This is an optimization exercise on Yosys and OpenROAD, whose aim is small area, a short achievable clock period and few clock cycles, not a production implementation. In this exercise RTL edits were held to simulation tests only and were not proved equivalent to the original.

## flow/design.v (module list and top-level ports; edited modules follow where they fit)
// module fpa2: 78 lines
// module fpm3: 82 lines
// module fp_sin3: 55 lines
// module fp_duty2: 62 lines
// module fp_qdiv: 65 lines
// module fp_incp2: 34 lines
// module fp_inc_hard: 6 lines
// module mul24: 980 lines
// module cmul_inv2pi: 349 lines
// module sin_table: 280 lines
// module cbs_rtb: 410 lines
module cbs_rtb (
    input  wire          clk,
    input  wire          rst,
    input  wire          h_valid,
    input  wire [31:0]   h_data,
    output wire          ready,
    output reg           r_valid,
    output reg  [31:0]   r_data,
    input  wire          p_valid,
    input  wire [7:0]    p_data,
    input  wire          tick,
    output wire [31:0]   period_out,
    output wire [31:0]   duty_out
);
  // ...
==> flow/flow/run.sh <==
#!/bin/bash
# The standard layout (the standard.sh: standard synthesis, then ORFS to
# finish), with the port buffers that placement inserts taken as buf_2 cells
# rather than the resizer's default pick, and timing repair asked to leave
# 18.3 ns of setup slack at the design's 25 ns clock (repair_timing
# -setup_margin), so that it also shortens paths that already meet it.
set -euo pipefail
export BUFFER_PORTS_ARGS="-buffer_cell sky130_fd_sc_hd__buf_2"
export SETUP_SLACK_MARGIN=18.3
bash standard.sh > standard.log 2>&1
==> flow/standard.sh <==
#!/bin/bash
# synth_recipe.tcl (not shown) runs the flow's synth.tcl, then flattens the netlist and writes it again
# the make line also repeats each setting of config.mk as NAME=value (left out here)
make -C /OpenROAD-flow-scripts/flow DESIGN_CONFIG=/design/flow/config.mk WORK_HOME=/design/flow/orfs CLKGATE_MAP_FILE= SYNTH_SCRIPT=/design/flow/synth_recipe.tcl "${@:-finish}"
==> flow/config.mk <==
export PLATFORM = sky130hd
export DESIGN_NAME = cbs_rtb
export DESIGN_NICKNAME = cbs_rtb
export VERILOG_FILES = /design/flow/design.v
export SDC_FILE = /design/flow/constraint.sdc
export NUM_CORES = 8
export LEC_CHECK = 0
export ABC_AREA = 1
export CAP_MARGIN = 20
export CORE_MARGIN = 2
export CORE_UTILIZATION = 40
export PLACE_DENSITY = 0.6
export SLEW_MARGIN = 20
export SYNTH_MEMORY_MAX_BITS = 65536
==> flow/constraint.sdc <==
create_clock -name core_clock -period 25.0 [get_ports {clk}]
set_input_delay 5.0000 -clock core_clock [delete_from_list [all_inputs] [get_ports {clk}]]
set_output_delay 5.0000 -clock core_clock [all_outputs]
set_load 0.01 [all_outputs]
==> reports/results.ini, run 1 <==
[status]
status=no timing/DRC/antenna violations

[timing]
clock-skew-final_ps=63.68
hold_viol=0
fin_ws_ps=18250
holdWs_ps=322.3

[drt]
wl_mm=494.2
met3_length_mm=52.89
vias=110700
highest_layer=met5

[yosys]
netlist.top_cell.by_area=dfxtp_1
synth_top_family_by_area=compound AO/OA/AOI/OAI gates
synth-compound-area-share_pct=21.19
synth.top_cell.area_share_pct=15.34

[finish]
nets=15990
fin_util_pct=45.06
buf_share_pct=3.263
design_area_um2=123600

[worst_setup_path]
critical_path.max_stage_delay_ps=530
rr_startpoint=u_sin.q_k[0]
rr_worst_depth=20
worst-path-max-fanout=3
path_class=reg -> out
crit_path_top_delay_cell=dfxtp_1
cp.arrival_ps=1750
cp.depth=1

[placement]
placedInstanceArea_um2=114900
place_ws_ps=16380

[grt]
met1_usage_pct=44.28
met2_usage_pct=50.11
met3_usage_pct=7.646
top_usage_layer=met2

[cts]
cts_buffers=162
htreeDepth=4

Testbench counts, summed over its fixed seeds: cycles 28,725.
==> run 2, diff against run 1 <==
--- a/flow/config.mk
+++ b/flow/config.mk
@@ -6,7 +6,7 @@
 export NUM_CORES = 8
 export LEC_CHECK = 0
 export ABC_AREA = 1
-export CAP_MARGIN = 20
+export CAP_MARGIN = 30
 export CORE_MARGIN = 2
 export CORE_UTILIZATION = 40
 export PLACE_DENSITY = 0.6
==> run 2 against run 1 <==
Net effect: still clean on timing, DRC and antenna; register-to-register slack improved by 70 ps; area after synthesis did not move; routed wire length about the same; cell count increased by 0.37%; final area increased by 0.45%; clock skew up 15 ps; critical endpoint is now r_data[0].
==> reports/results.ini, run 2 <==
[yosys]
synth-warning-count=8  ; unchanged
synth_edf_count=531  ; unchanged
synth_ff_type=dfxtp_1  ; unchanged
synth_common_cells=nand2_1 (2,645), inv_1 (2,080), o21ai_0 (1,527), nor2_1 (1,167), a21oi_1 (953)  ; unchanged
postSynthAreaPerCell_um2=7.353  ; unchanged
netlist.top_cell.by_area=dfxtp_1  ; unchanged
synth-seq-cells=1378  ; unchanged
synthArstFlopShare_pct=0  ; unchanged
synth_cells=15030  ; unchanged
synthTopCellsByArea=dfxtp_1 (15%), edfxtp_1 (14%), nand2_1 (9.0%), inv_1 (7.1%), fa_1 (7.0%)  ; unchanged
synth.top_cell.area_share_pct=15.34  ; unchanged
syn_area_um2=110500  ; unchanged
ys_seq_area_share_pct=29.77  ; unchanged
ys_types=90  ; unchanged
yosysMostFrequentCell=nand2_1  ; unchanged

[drt]
first_iter_violations=15260  ; was 14,830
drc=0  ; unchanged
wl_per_cell_um=26.17  ; was 26.27 um
vias=111200  ; was 110,700
first_pass_iters=9  ; unchanged
viasPerCell=5.887  ; was 5.886
wl_mm=494.2  ; about the same
ant_nets=0  ; unchanged

[min_path]
hold_path_class=reg -> reg  ; unchanged
hp-start=u_mul.r_e[0]  ; was u_mul.r_e[5]
worstHoldEndpoint=u_mul.q_e[0]  ; was u_mul.q_e[5]
hold_path_depth=0  ; unchanged

[worst_setup_path]
start_kind=input port  ; was register
worstReg2RegEnd=u_add.r_sum[24]  ; was u_sin.s[5]
rr_worst_depth=42  ; was 20
r2r_slack_ps=18490  ; was 18,420 ps
path_class=in -> reg  ; was reg -> out
worst-path-max-fanout=11  ; was 3
cp.arrival_ps=7480  ; was 1750 ps
end_kind=register  ; was primary output
cp.required_ps=25780  ; was 20,000 ps
rr_startpoint=xb[26]  ; was u_sin.q_k[0]

[finish]
fin_util_pct=45.26  ; was 45.06%
top_regs=fmem: 128 flops, qm: 120 flops, u_mul.q_p: 48 flops  ; unchanged
nets=16050  ; was 15,990
layout-drive-gt1-share_pct=8.484  ; was 8.157%
final.fill_count=27950  ; was 28,080
layout_commonest_cell=nand2_1  ; unchanged
final_cell_mix=nand2_1 (2,611), inv_1 (2,046), o21ai_0 (1,447)  ; was nand2_1 (2,603), inv_1 (2,049), o21ai_0 (1,441)
area_growth_pct=12.33  ; was 11.84%
regMostFlops=fmem  ; unchanged
largest_reg_flops=128  ; unchanged

[placement]
gp_congestion=1.056  ; unchanged
numPortBuffers=100  ; unchanged
place_ws_ps=16350  ; was 16,380 ps
dp_hpwl_mm=373.9  ; was 373.6 mm

[grt]
grt_pass1_vias=101900  ; was 101,300
met1_usage_pct=44.39  ; was 44.28%
top_usage_layer=met2  ; unchanged
grt_pass1_wl_mm=703.8  ; was 700.8 mm
grt_antenna_before_repair=48  ; was 51
grt_max_degree=156  ; unchanged
met2_usage_pct=50.04  ; was 50.11%
overflow=0  ; unchanged
groute.usage.overall_pct=33.83  ; was 33.72%
met3_usage_pct=7.999  ; was 7.646%

[floorplanning]
dieHeight_um=529.7  ; unchanged
initial_utilization_pct=40.29  ; unchanged
num_rows=192  ; unchanged
die_w_um=529.7  ; unchanged
die_area_um2=280500  ; unchanged
ios=143  ; unchanged
core_um2=274300  ; unchanged

[cts]
clkLatencyLatePin_ps=890  ; was 870 ps
cts_sinks=1378  ; unchanged
clkTransAtPathRegs_ps=60  ; about the same
htreeDepth=4  ; unchanged
cts-root-buf=clkbuf_16  ; unchanged
cts_buffers=166  ; was 162
ctsLongestPathBuffers=4  ; unchanged
cts_tree=yes  ; unchanged

[flow_run]
drv_cap=0  ; unchanged

[timing]
worst_pin_slew_ps=1211  ; was 1297 ps
hold_viol=0  ; unchanged
rsz0062_at_grt=yes  ; unchanged
final.setup.tns_ps=0  ; unchanged
setup_viol=0  ; unchanged
min_period_ps=6693  ; was 6747 ps
max_freq_mhz=149.4  ; was 148.2 MHz
fin_ws_ps=18310  ; was 18,250 ps
slew_headroom_pct=18.39  ; was 12.98%
clock-skew-final_ps=78.29  ; was 63.68 ps
drv_slew=0  ; unchanged
min_period_over_period_pct=26.77  ; was 26.99%

[status]
status=no timing/DRC/antenna violations  ; unchanged

## run 2: cell counts after synthesis
No cell type changed its count.
## run 2: repair_timing
action	CTS	global route
endpoints found under the hold margin	0	0
buffers inserted	35	118
pin swaps	17	74
endpoints found under the setup margin	394	376
resized for setup	125	286
hold buffers	0	0
cloned	13	18
## run 2: worst max path at each step
stage,start,end,depth (start not counted)
2_1_floorplan,h_data[0],r_data[4],11
3_3_place_gp,h_data[0],r_data[4],14
3_5_place_dp,h_data[0],r_data[4],14
4_1_cts,h_valid,st[15],14
5_1_grt,xb[28],u_add.r_sum[24],42
6_report,h_data[0],r_data[0],14
## run 2: metal layers
layer,part of all wire [%],vias to the layer above
met5,0.046,-
met4,7.6,34
met3,11,1432
met2,42,6275
met1,40,52460
li1,-,50960
## run 2: final cells by class
type	count	area [um^2]	area share, %
timing repair buffer	553	4497	3.622
sequential	1378	32940	26.53
clock buffer	213	4666	3.758
antenna	29	72.57	0.05845
tap	3686	4612	3.714
multi-input combinational	10770	67980	54.75
inverter	2146	8203	6.607
timing repair inverter	16	113.9	0.09170
clock inverter	92	1086	0.8747
## run 2: kinds of logic after synthesis
group                    count (synthesis)  synth area share (%)
AND/OR/NAND/NOR                       5002                 19.02
XOR/XNOR                               735                 5.851
flip-flops                            1378                 29.77
adder cells (fa/ha/maj)                970                 13.60
AO/OA/AOI/OAI                         3978                 21.19
buffers and inverters                 2926                 10.19
other                                    1              0.003393
multiplexers                            41                0.3724
## run 2: worst max-delay path: stages
cell and delay [ps]:
buf_6 130, ha_4 170, fa_2 690, buf_6 200
buf_6 180, a21oi_1 60, a22oi_1 180, o21ai_0 120
nand2_1 80, nand2_1 70, a21oi_1 260, a221o_1 170
a21oi_1 60, nor2_1 90
## run 2: per-stage QoR
| step | hold slack [ps] | std cells | area (um^2) |
|---|---|---|---|
| 3_5_place_dp | 312.1 | 18350 | 115100 |
| 2_1_floorplan | 309.6 | 15070 | 110900 |
| 4_1_cts | 324.8 | 18700 | 121700 |
| 5_1_grt | 330.6 | 18860 | 124100 |
| 3_3_place_gp | 310.4 | 18340 | 114900 |
| 6_report | 324.3 | 18880 | 124200 |
==> run 3, diff against run 2 <==
--- a/flow/config.mk
+++ b/flow/config.mk
@@ -6,9 +6,9 @@
 export NUM_CORES = 8
 export LEC_CHECK = 0
 export ABC_AREA = 1
-export CAP_MARGIN = 30
+export CAP_MARGIN = 10
 export CORE_MARGIN = 2
 export CORE_UTILIZATION = 40
 export PLACE_DENSITY = 0.6
-export SLEW_MARGIN = 20
+export SLEW_MARGIN = 0
 export SYNTH_MEMORY_MAX_BITS = 65536
==> run 3 against run 2 <==
Net effect: critical path depth decreased by 13; maximum frequency is 0.11% higher; routed wire length increased by 0.31%; largest cell class unchanged.
==> reports/results.ini, run 3 <==
[drt]
vias=111100  ; was 111,200
wl_met2_mm=208.3  ; was 206.2 mm
met3_length_mm=53.33  ; was 52.64 mm
ant_nets=0  ; unchanged
highest_layer=met5  ; unchanged
drc=0  ; unchanged
routedLengthMet1_mm=197.3  ; was 197.7 mm
wl_per_cell_um=26.32  ; was 26.17 um
wl_mm=495.7  ; was 494.2 mm
first_pass_iters=7  ; was 9
first_iter_violations=14190  ; was 15,260
viasPerCell=5.900  ; was 5.887

[floorplanning]
dieHeight_um=529.7  ; unchanged
num_rows=192  ; unchanged
initial_utilization_pct=40.29  ; unchanged
die_area_um2=280500  ; unchanged
die_w_um=529.7  ; unchanged
core_um2=274300  ; unchanged
ios=143  ; unchanged

[yosys]
yosysMostFrequentCell=nand2_1  ; unchanged
postSynthAreaPerCell_um2=7.353  ; unchanged
synth-seq-cells=1378  ; unchanged
syn_area_um2=110500  ; unchanged
synthTopCellsByArea=dfxtp_1 (15%), edfxtp_1 (14%), nand2_1 (9.0%), inv_1 (7.1%), fa_1 (7.0%)  ; unchanged
ys_types=90  ; unchanged
synth_edf_count=531  ; unchanged
synth_cells=15030  ; unchanged
synth_ff_type=dfxtp_1  ; unchanged
synth.top_cell.area_share_pct=15.34  ; unchanged
netlist.top_cell.by_area=dfxtp_1  ; unchanged
synth_common_cells=nand2_1 (2,645), inv_1 (2,080), o21ai_0 (1,527), nor2_1 (1,167), a21oi_1 (953)  ; unchanged
ys_seq_area_share_pct=29.77  ; unchanged
synth-warning-count=8  ; unchanged
synthArstFlopShare_pct=0  ; unchanged

[worst_setup_path]
start_kind=register  ; was input port
cp.required_ps=20000  ; was 25,780 ps
critical_path.cell_chain=buf_2  ; was buf_6 -> ha_4 -> fa_2 -> buf_6 -> buf_6 -> a21oi_1 -> a22oi_1 -> o21ai_0 -> nand2_1 -> nand2_1 -> a21oi_1 -> a221o_1 -> a21oi_1 -> nor2_1
worstReg2RegEnd=u_sin.s[5]  ; was u_add.r_sum[24]
rr_worst_depth=20  ; was 42
rr_startpoint=u_sin.q_k[0]  ; was xb[26]
r2r_slack_ps=18500  ; was 18,490 ps
worst-path-max-fanout=3  ; was 11
critPathLaunch=r_data[1]  ; was h_data[0]
crit_path_top_delay_cell=dfxtp_1  ; was fa_2
path_class=reg -> out  ; was in -> reg
cp.depth=1  ; was 14
critical_path.max_stage_delay_ps=610  ; was 690 ps
cp_top_family=flip-flops  ; was adder cells
crit_end=r_data[1]  ; was r_data[0]
end_kind=primary output  ; was register
cp.arrival_ps=1690  ; was 7480 ps
path_buf_inv=1  ; was 3

[min_path]
hold_path_depth=0  ; unchanged
hold_path_class=reg -> reg  ; unchanged

[timing]
rsz0062_at_grt=yes  ; unchanged
min_period_over_period_pct=26.74  ; was 26.77%
worst_pin_slew_ps=1428  ; was 1211 ps
final.setup.tns_ps=0  ; unchanged
clock-skew-final_ps=88.86  ; was 78.29 ps
max_freq_mhz=149.6  ; was 149.4 MHz
fin_ws_ps=18310  ; about the same
drv_slew=0  ; unchanged
setup_viol=0  ; unchanged
hold_viol=0  ; unchanged
min_period_ps=6685  ; was 6693 ps
holdWs_ps=324.0  ; was 324.3 ps
slew_headroom_pct=4.813  ; was 18.39%

[cts]
cts_tree=yes  ; unchanged
cts_buffers=165  ; was 166
clkLatencyLatePin_ps=900  ; was 890 ps
cts-root-buf=clkbuf_16  ; unchanged
ctsLongestPathBuffers=4  ; unchanged
htreeDepth=4  ; unchanged
cts_sinks=1378  ; unchanged
clkTransAtPathRegs_ps=60  ; about the same
cts_hold_buf=0  ; unchanged

[grt]
groute.usage.overall_pct=33.76  ; was 33.83%
grt_max_degree=156  ; unchanged
grt_pass1_vias=101400  ; was 101,900
grt_pass1_wl_mm=702.3  ; was 703.8 mm
overflow=0  ; unchanged
grt_antenna_before_repair=58  ; was 48

[finish]
final.fill_count=28190  ; was 27,950
multiInputGateArea_um2=68250  ; was 67,980 um^2
final_cell_mix=nand2_1 (2,608), inv_1 (2,048), o21ai_0 (1,450)  ; was nand2_1 (2,611), inv_1 (2,046), o21ai_0 (1,447)
design_area_um2=123800  ; was 124,200 um^2
top_regs=fmem: 128 flops, qm: 120 flops, u_mul.q_p: 48 flops  ; unchanged
largest_reg_flops=128  ; unchanged
regMostFlops=fmem  ; unchanged
nets=16000  ; was 16,050
regArea_um2=32930  ; was 32,940 um^2
area_growth_pct=11.98  ; was 12.33%
layout_commonest_cell=nand2_1  ; unchanged
layout-drive-gt1-share_pct=8.385  ; was 8.484%

[placement]
placedInstanceArea_um2=114900  ; was 115,100 um^2
gp_congestion=1.056  ; unchanged
place_ws_ps=16390  ; was 16,350 ps
numPortBuffers=100  ; unchanged
dp_hpwl_mm=373.6  ; was 373.9 mm

[status]
status=no timing/DRC/antenna violations  ; unchanged

[flow_run]
drv_cap=0  ; unchanged

-- run 3: cell types whose count changed in the layout (fill, tap and decap cells not counted), sizes merged --
| cell | change |
|---|---|
| clkbuf | -5 |
| diode | -5 |
| clkinvlp | -13 |
| bufbuf | -2 |
| nand2 | +4 |
| inv | +6 |
| bufinv | -1 |
| buf | -35 |
-- run 3: layer usage --
layer | vias to the layer above | global-route usage [%]
met1 | 52670 | 44.09
li1 | 50860 | -
met5 | - | 0
met2 | 6181 | 50.15
met3 | 1372 | 8.075
met4 | 32 | 20.82
-- run 3: worst min path at each step --
stage | slack (ps) | startpoint | to
floorplan | 310 | u_mul.r_c[0] | u_mul.q_c[0]
global placement | 310 | u_mul.r_c[0] | u_mul.q_c[0]
detailed placement | 310 | u_mul.r_e[0] | u_mul.q_e[0]
CTS | 320 | u_mul.r_e[0] | u_mul.q_e[0]
global route | 330 | u_mul.r_e[8] | u_mul.q_e[8]
finish | 320 | u_mul.r_e[7] | u_mul.q_e[7]
-- run 3: layout make-up --
cell class / instances / area share (%)
Timing Repair Buffer: 512 / 3.311
Multi-Input combinational cell: 10780 / 55.14
Antenna cell: 24 / 0.04852
Clock buffer: 212 / 3.722
Tap cell: 3686 / 3.726
Timing Repair inverter: 13 / 0.07582
Clock inverter: 87 / 0.7380
Inverter: 2146 / 6.631
Sequential cell: 1378 / 26.61
-- run 3: stage by stage --
step,std cells,util [%]
after global routing,18810,45.10
after detailed placement,18340,41.89
final,18830,45.12
after CTS,18680,44.22
after floorplan,15070,-
after global placement,18340,41.89
-- run 3: repair_timing --
action                     CTS  global route
pin swaps                   20            87
gates resized for setup    132           320
setup endpoints to repair  414           387
gates cloned                 9            22
setup buffers               34           110
-- run 3: kinds of logic (layout without fill, tap and decap cells) --
kind of cell               count (synthesis)  in the layout  synth area share, %
AOI/OAI and AO/OA                       3978           3978                21.19
xor gates and xnor gates                 735            735                5.851
adders and majority gates                970            970                13.60
buffers and inverters                   2926           2970                10.19
DFF                                     1378           1378                29.77
muxes                                     41             41               0.3724
other                                      1             66             0.003393
and+or+nand+nor                         5002           5009                19.02
==> run 4, diff against run 3 <==
--- a/flow/config.mk
+++ b/flow/config.mk
@@ -6,9 +6,9 @@
 export NUM_CORES = 8
 export LEC_CHECK = 0
 export ABC_AREA = 1
-export CAP_MARGIN = 10
+export CAP_MARGIN = 20
 export CORE_MARGIN = 2
 export CORE_UTILIZATION = 40
 export PLACE_DENSITY = 0.6
-export SLEW_MARGIN = 0
+export SLEW_MARGIN = 10
 export SYNTH_MEMORY_MAX_BITS = 65536
==> run 4 against run 3 <==
Net effect: still clean; maximum frequency decreased by 0.27%; final area decreased by 0.16%; clock-buffer cell count increased by 2; critical path type is now in -> reg; largest cell class unchanged; highest routed layer unchanged.
==> reports/results.ini, run 4 <==
[yosys]
synth-seq-cells=1378  ; unchanged
ys_types=90  ; unchanged
yosysMostFrequentCell=nand2_1  ; unchanged
synthTopCellsByArea=dfxtp_1 (15%), edfxtp_1 (14%), nand2_1 (9.0%), inv_1 (7.1%), fa_1 (7.0%)  ; unchanged
syn_area_um2=110500  ; unchanged
synth_cells=15030  ; unchanged
synth_edf_count=531  ; unchanged
synth-warning-count=8  ; unchanged
postSynthAreaPerCell_um2=7.353  ; unchanged
synth_common_cells=nand2_1 (2,645), inv_1 (2,080), o21ai_0 (1,527), nor2_1 (1,167), a21oi_1 (953)  ; unchanged
ys_seq_area_share_pct=29.77  ; unchanged
synth_ff_type=dfxtp_1  ; unchanged
synth.top_cell.area_share_pct=15.34  ; unchanged
synthArstFlopShare_pct=0  ; unchanged
netlist.top_cell.by_area=dfxtp_1  ; unchanged

[floorplanning]
initial_utilization_pct=40.29  ; unchanged
die_area_um2=280500  ; unchanged
ios=143  ; unchanged
num_rows=192  ; unchanged
die_w_um=529.7  ; unchanged
dieHeight_um=529.7  ; unchanged
core_um2=274300  ; unchanged

[finish]
fin_util_pct=45.04  ; was 45.12%
largest_reg_flops=128  ; unchanged
multiInputGateArea_um2=68070  ; was 68,250 um^2
nets=16000  ; about the same
final.fill_count=28050  ; was 28,190
area_growth_pct=11.80  ; was 11.98%
regMostFlops=fmem  ; unchanged
top_regs=fmem: 128 flops, qm: 120 flops, u_mul.q_p: 48 flops  ; unchanged
design_area_um2=123600  ; was 123,800 um^2
regArea_um2=32930  ; unchanged
layout-drive-gt1-share_pct=8.169  ; was 8.385%
layoutNonFillerInstCount=18830  ; about the same
final_cell_mix=nand2_1 (2,612), inv_1 (2,048), o21ai_0 (1,433)  ; was nand2_1 (2,608), inv_1 (2,048), o21ai_0 (1,450)
layout_commonest_cell=nand2_1  ; unchanged

[timing]
min_period_ps=6703  ; was 6685 ps
hold_viol=0  ; unchanged
min_period_over_period_pct=26.81  ; was 26.74%
setup_viol=0  ; unchanged
final.setup.tns_ps=0  ; unchanged
clock-skew-final_ps=67.92  ; was 88.86 ps
rsz0062_at_grt=yes  ; unchanged
slew_headroom_pct=7.706  ; was 4.813%
drv_slew=0  ; unchanged
max_freq_mhz=149.2  ; was 149.6 MHz
worst_pin_slew_ps=1376  ; was 1428 ps

[worst_setup_path]
end_kind=register  ; was primary output
worst-path-max-fanout=5  ; was 3
path_class=in -> reg  ; was reg -> out
cp.arrival_ps=7420  ; was 1690 ps
cp.required_ps=25720  ; was 20,000 ps
start_kind=input port  ; was register

[grt]
grt_antenna_before_repair=57  ; was 58
top_usage_layer=met2  ; unchanged
met3_usage_pct=7.563  ; was 8.075%
grt_max_degree=156  ; unchanged
overflow=0  ; unchanged
met2_usage_pct=50.02  ; was 50.15%
grt_pass1_vias=101300  ; was 101,400
met1_usage_pct=44.40  ; was 44.09%
grt_pass1_wl_mm=701.9  ; was 702.3 mm
groute.usage.overall_pct=33.80  ; was 33.76%

[drt]
wl_per_cell_um=26.28  ; was 26.32 um
first_iter_violations=14610  ; was 14,190
ant_nets=0  ; unchanged
vias=111200  ; was 111,100
viasPerCell=5.906  ; was 5.900
first_pass_iters=7  ; unchanged
drc=0  ; unchanged
wl_mm=494.7  ; was 495.7 mm

[placement]
dp.cells=18340  ; about the same
dp_hpwl_mm=373.9  ; was 373.6 mm
numPortBuffers=100  ; unchanged
gp_congestion=1.056  ; unchanged
placedInstanceArea_um2=115000  ; was 114,900 um^2

[status]
status=no timing/DRC/antenna violations  ; unchanged

[cts]
cts-root-buf=clkbuf_16  ; unchanged
cts_buffers=165  ; unchanged
ctsLongestPathBuffers=4  ; unchanged
clkTransAtPathRegs_ps=60  ; about the same
clkLatencyLatePin_ps=890  ; was 900 ps
cts_sinks=1378  ; unchanged
cts_tree=yes  ; unchanged
htreeDepth=4  ; unchanged

[min_path]
hold_path_class=reg -> reg  ; unchanged

[flow_run]
drv_cap=0  ; unchanged

==> run 4: worst max-delay path: stages <==
cell      delay, ps
buf_12          100
ha_4            160
fa_2            510
buf_6           160
a21oi_2         120
o221ai_1        110
a21oi_1         160
nand4_1         230
buf_6           210
o21ai_1         130
a21oi_1          80
a221o_1         270
a21oi_1         130
nor2_1           60
==> run 4: final timing paths <==
path | from | to | slack (ps) | depth (start not counted)
worst max-delay path | h_data[0] | r_data[0] | 18300 | 14
worst min-delay path | u_sin.r_s | u_sin.q_s | 320 | 0
worst min register to register | u_sin.r_s | u_sin.q_s | 320 | 0
worst max register to register | xb[28] | u_add.r_sum[24] | 18570 | 36
==> run 4: cell families (layout without fill, tap and decap cells) <==
family                   after synthesis  after routing  share of synthesized area (%)
buffers and inverters               2926           2968                          10.19
adder cells (fa/ha/maj)              970            970                          13.60
AND/OR/NAND/NOR                     5002           5007                          19.02
flip-flops                          1378           1378                          29.77
multiplexers                          41             41                         0.3724
AO/OA/AOI/OAI                       3978           3978                          21.19
other                                  1             63                       0.003393
XOR/XNOR                             735            735                          5.851
==> run 4: layer usage <==
metal	share of wire [%]	vias up
li1	-	50880
met1	40	52500
met2	42	6326
met3	11	1431
met4	7.7	48
met5	0.072	-
==> run 4: final cells by class <==
class                           count  share of cell area (%)
Sequential cell                  1378                   26.65
Timing Repair inverter             10                 0.05771
Tap cell                         3686                   3.732
Inverter                         2146                   6.635
Timing Repair Buffer              510                   3.271
Multi-Input combinational cell  10770                   55.09
Clock inverter                     88                  0.8242
Antenna cell                       21                 0.04252
Clock buffer                      214                   3.705
==> run 4: repair_timing <==
| item | in CTS | in global routing |
|---|---|---|
| endpoints found under the setup margin | 400 | 403 |
| endpoints found under the hold margin | 0 | 0 |
| gates resized for setup | 138 | 300 |
| setup buffers | 32 | 106 |
| pin swaps | 20 | 81 |
| cloned | 8 | 17 |
| hold buffers | 0 | 0 |
==> run 4: metrics by stage <==
| stage | worst slack [ps] | hold slack [ps] |
|---|---|---|
| after floorplan | 17950 | 309.6 |
| after global placement | 16370 | 310.4 |
| after detailed placement | 16350 | 312.1 |
| after CTS | 18270 | 323.6 |
| after global routing | 18190 | 330.6 |
| final | 18300 | 321.5 |
==> run 5, diff against run 4 <==
==> flow/flow/run.sh (replaced) <==
#!/bin/bash
# The standard layout (the standard.sh: standard synthesis, then ORFS to
# finish), with the port buffers that placement inserts taken as buf_2 cells
# rather than the resizer's default pick, and timing repair asked to leave
# 18.45 ns of setup slack at the design's 25 ns clock (repair_timing
# -setup_margin), so that it also shortens paths that already meet it.
set -euo pipefail
export BUFFER_PORTS_ARGS="-buffer_cell sky130_fd_sc_hd__buf_2"
export SETUP_SLACK_MARGIN=18.45
bash standard.sh > standard.log 2>&1
==> run 5 against run 4 <==
Net effect: global-route usage increased by 0.61 points; core utilization increased by 0.77 points; clock-buffer cell count increased by 1; sequential share of layout area decreased by 0.40 points; first-iteration DRC count decreased by 2.8%; still clean; cell count increased by 0.71%; non-clock buffer count increased by 125; maximum frequency increased by 2.4%.
==> reports/results.ini, run 5 <==
[status]
status=no timing/DRC/antenna violations  ; unchanged

[timing]
max_freq_mhz=152.7  ; was 149.2 MHz
min_period_over_period_pct=26.19  ; was 26.81%
min_period_ps=6548  ; was 6703 ps
rsz0062_at_grt=yes  ; unchanged
final.setup.tns_ps=0  ; unchanged
worst_pin_slew_ps=1468  ; was 1376 ps
fin_ws_ps=18450  ; was 18,300 ps
setup_viol=0  ; unchanged
slew_headroom_pct=2.159  ; was 7.706%
drv_slew=0  ; unchanged
hold_viol=0  ; unchanged
clock-skew-final_ps=61.29  ; was 67.92 ps

[placement]
numPortBuffers=100  ; unchanged
place_ws_ps=16300  ; was 16,350 ps
dp_hpwl_mm=381.2  ; was 373.9 mm
gp_congestion=1.090  ; was 1.056

[yosys]
synthTopCellsByArea=dfxtp_1 (15%), edfxtp_1 (14%), nand2_1 (9.0%), inv_1 (7.1%), fa_1 (7.0%)  ; unchanged
ys_types=90  ; unchanged
synth.top_cell.area_share_pct=15.34  ; unchanged
synth_cells=15030  ; unchanged
synth-seq-cells=1378  ; unchanged
syn_area_um2=110500  ; unchanged
yosysMostFrequentCell=nand2_1  ; unchanged
synth_ff_type=dfxtp_1  ; unchanged
synth_edf_count=531  ; unchanged
postSynthAreaPerCell_um2=7.353  ; unchanged
synth_common_cells=nand2_1 (2,645), inv_1 (2,080), o21ai_0 (1,527), nor2_1 (1,167), a21oi_1 (953)  ; unchanged
synth-warning-count=8  ; unchanged
ys_seq_area_share_pct=29.77  ; unchanged
netlist.top_cell.by_area=dfxtp_1  ; unchanged
synthArstFlopShare_pct=0  ; unchanged

[worst_setup_path]
r2r_slack_ps=18570  ; about the same
path_class=reg -> out  ; was in -> reg
start_kind=register  ; was input port
end_kind=primary output  ; was register
cp_top_family=flip-flops  ; was compound AO/OA/AOI/OAI gates
path_buf_inv=1  ; was 3
critical_path.cell_chain=buf_4  ; was buf_12 -> ha_4 -> fa_2 -> buf_6 -> a21oi_2 -> o221ai_1 -> a21oi_1 -> nand4_1 -> buf_6 -> o21ai_1 -> a21oi_1 -> a221o_1 -> a21oi_1 -> nor2_1
rr_startpoint=u_sin.q_k[0]  ; was xb[28]
worst-path-max-fanout=3  ; was 5
rr_worst_depth=16  ; was 36
cp.required_ps=20000  ; was 25,720 ps
crit_path_top_delay_cell=dfxtp_2  ; was fa_2
cp.arrival_ps=1550  ; was 7420 ps
worstReg2RegEnd=u_sin.s[7]  ; was u_add.r_sum[24]
critical_path.max_stage_delay_ps=440  ; was 510 ps

[finish]
largest_reg_flops=128  ; unchanged
top_regs=fmem: 128 flops, qm: 120 flops, u_mul.q_p: 48 flops  ; unchanged
final_cell_mix=nand2_1 (2,581), inv_1 (2,029), o21ai_0 (1,382)  ; was nand2_1 (2,612), inv_1 (2,048), o21ai_0 (1,433)
nets=16130  ; was 16,000
regMostFlops=fmem  ; unchanged
layout_commonest_cell=nand2_1  ; unchanged
final.fill_count=28020  ; was 28,050
area_growth_pct=13.72  ; was 11.80%
layout-drive-gt1-share_pct=10.12  ; was 8.169%

[floorplanning]
die_area_um2=280500  ; unchanged
initial_utilization_pct=40.29  ; unchanged
num_rows=192  ; unchanged
core_um2=274300  ; unchanged
ios=143  ; unchanged
dieHeight_um=529.7  ; unchanged
die_w_um=529.7  ; unchanged

[drt]
viasPerCell=5.909  ; was 5.906
first_iter_violations=14200  ; was 14,610
drc=0  ; unchanged
wl_per_cell_um=26.65  ; was 26.28 um
wl_mm=505.3  ; was 494.7 mm
vias=112000  ; was 111,200
first_pass_iters=9  ; was 7
ant_nets=0  ; unchanged

[grt]
grt_pass1_vias=102300  ; was 101,300
groute.usage.overall_pct=34.41  ; was 33.80%
overflow=0  ; unchanged
grt_antenna_before_repair=44  ; was 57
grt_max_degree=99  ; was 156
grt_pass1_wl_mm=713.9  ; was 701.9 mm

[cts]
cts_hold_buf=0  ; unchanged
cts-root-buf=clkbuf_16  ; unchanged
ctsLongestPathBuffers=4  ; unchanged
cts_buffers=166  ; was 165
cts_tree=yes  ; unchanged
cts_sinks=1378  ; unchanged
clkTransAtPathRegs_ps=60  ; about the same
htreeDepth=4  ; unchanged
clkLatencyLatePin_ps=890  ; about the same

[min_path]
hold_path_depth=0  ; unchanged
worstHoldEndpoint=u_mul.q_c[1]  ; was u_sin.q_s
hp-start=u_mul.r_c[1]  ; was u_sin.r_s
hold_path_class=reg -> reg  ; unchanged

[flow_run]
drv_cap=0  ; unchanged

run 5: routing by layer:
layer	GRT usage, %	routed length, um	vias up
met5	0	164	-
met4	20.96	37780	28
met3	7.090	51440	1390
met2	51.66	214200	6262
met1	45.28	201700	53210
li1	-	-	51130
run 5: area by class of cell:
type                    count  area [um^2]  share of cell area [%]
diodes                     18        45.04                 0.03584
repair inverters           14        96.34                 0.07665
repair buffers            635         5196                   4.134
multi-input cells       10780        68840                   54.77
inverters                2146         8255                   6.568
clock inverters            91         1027                  0.8173
clock buffers             215         4626                   3.680
well taps                3686         4612                   3.669
flip-flops and latches   1378        33000                   26.25
run 5: logic make-up after synthesis:
| group | share of synthesized area [%] |
|---|---|
| AO/OA/AOI/OAI | 21.19 |
| XOR/XNOR | 5.851 |
| adder cells (fa/ha/maj) | 13.60 |
| buffers and inverters | 10.19 |
| flip-flops | 29.77 |
| multiplexers | 0.3724 |
| other | 0.003393 |
| AND/OR/NAND/NOR | 19.02 |
run 5: worst max path at each step:
stage,slack (ps),from,cells past startpoint,end
after floorplan,17950,h_data[0],11,r_data[4]
after global routing,18330,xb[28],41,u_add.r_sum[24]
after detailed placement,16300,h_data[0],14,r_data[4]
final,18450,r_data[6],1,r_data[6]
after global placement,16260,h_data[0],14,r_data[4]
after CTS,18450,h_valid,14,st[27]
run 5: worst register-to-register path: stages, from the launching register on:
cell	delay [ps]
dfxtp_1	300
buf_4	380
inv_2	360
ha_1	440
o21ai_0	210
nand2_1	240
nor2_1	870
inv_1	450
nor2_1	580
inv_1	230
nor2_1	760
inv_1	180
nand3_1	140
nand2_1	100
nand3_1	130
a221oi_1	90
a211oi_1	760
run 5: what timing repair did:
item | in CTS | in global routing
setup buffers | 86 | 175
pin swaps | 49 | 170
cloned | 15 | 23
setup endpoints to repair | 651 | 524
resized for setup | 273 | 427
run 5: through the flow:
step	cell area, um^2	std cells	utilization [%]	hold slack [ps]
2_1_floorplan	111200	15070	-	309.6
3_3_place_gp	115000	18330	41.92	311.7
3_5_place_dp	115000	18340	41.92	313.6
4_1_cts	122500	18740	44.64	326.0
5_1_grt	125700	18950	45.80	330.6
6_report	125700	18960	45.81	325.1

## what the ideal ports hide
The flow's constraints put no driver on any port. The routed layouts listed below were extracted and timed again, unchanged, in two steps. Step 1 sets driving cells, clkbuf_16 on the clock port and buf_2 on the other inputs (assumed; they add their load-dependent delay and slew). Step 2 also shifts input and output timing later by t, the mid clock arrival at the registers, as if the neighbouring blocks saw the same clock. Three values: no drivers, after step 1, after step 2; two values: the first two.
| run | t, ns | setup slack, ns | hold WS [ns] | worst setup path at the end | worst slew at a driven data input, ns |
|---|---|---|---|---|---|
| run 1 | 0.936 | 18.253 / 18.155 / 17.446 | 0.322 / 0.322 / 0.322 | input to register | 0.21 |
| run 2 | 0.954 | 18.307 / 18.217 / 17.394 | 0.324 / 0.324 / 0.324 | input to register | 0.21 |
| run 3 | 0.956 | 18.315 / 18.216 / 17.408 | 0.324 / 0.324 / 0.324 | input to register | 0.18 |
| run 4 | 0.957 | 18.297 / 18.218 / 17.367 | 0.322 / 0.322 / 0.322 | input to register | 0.19 |
| run 5 | 0.959 | 18.452 / 18.350 / 17.480 | 0.325 / 0.325 / 0.325 | input to register | 0.16 |
After both steps setup and hold are still met in every run listed. For run 5, which loses most, drivers alone change the setup slack by -0.102 ns; drivers and shift together by -0.972 ns.
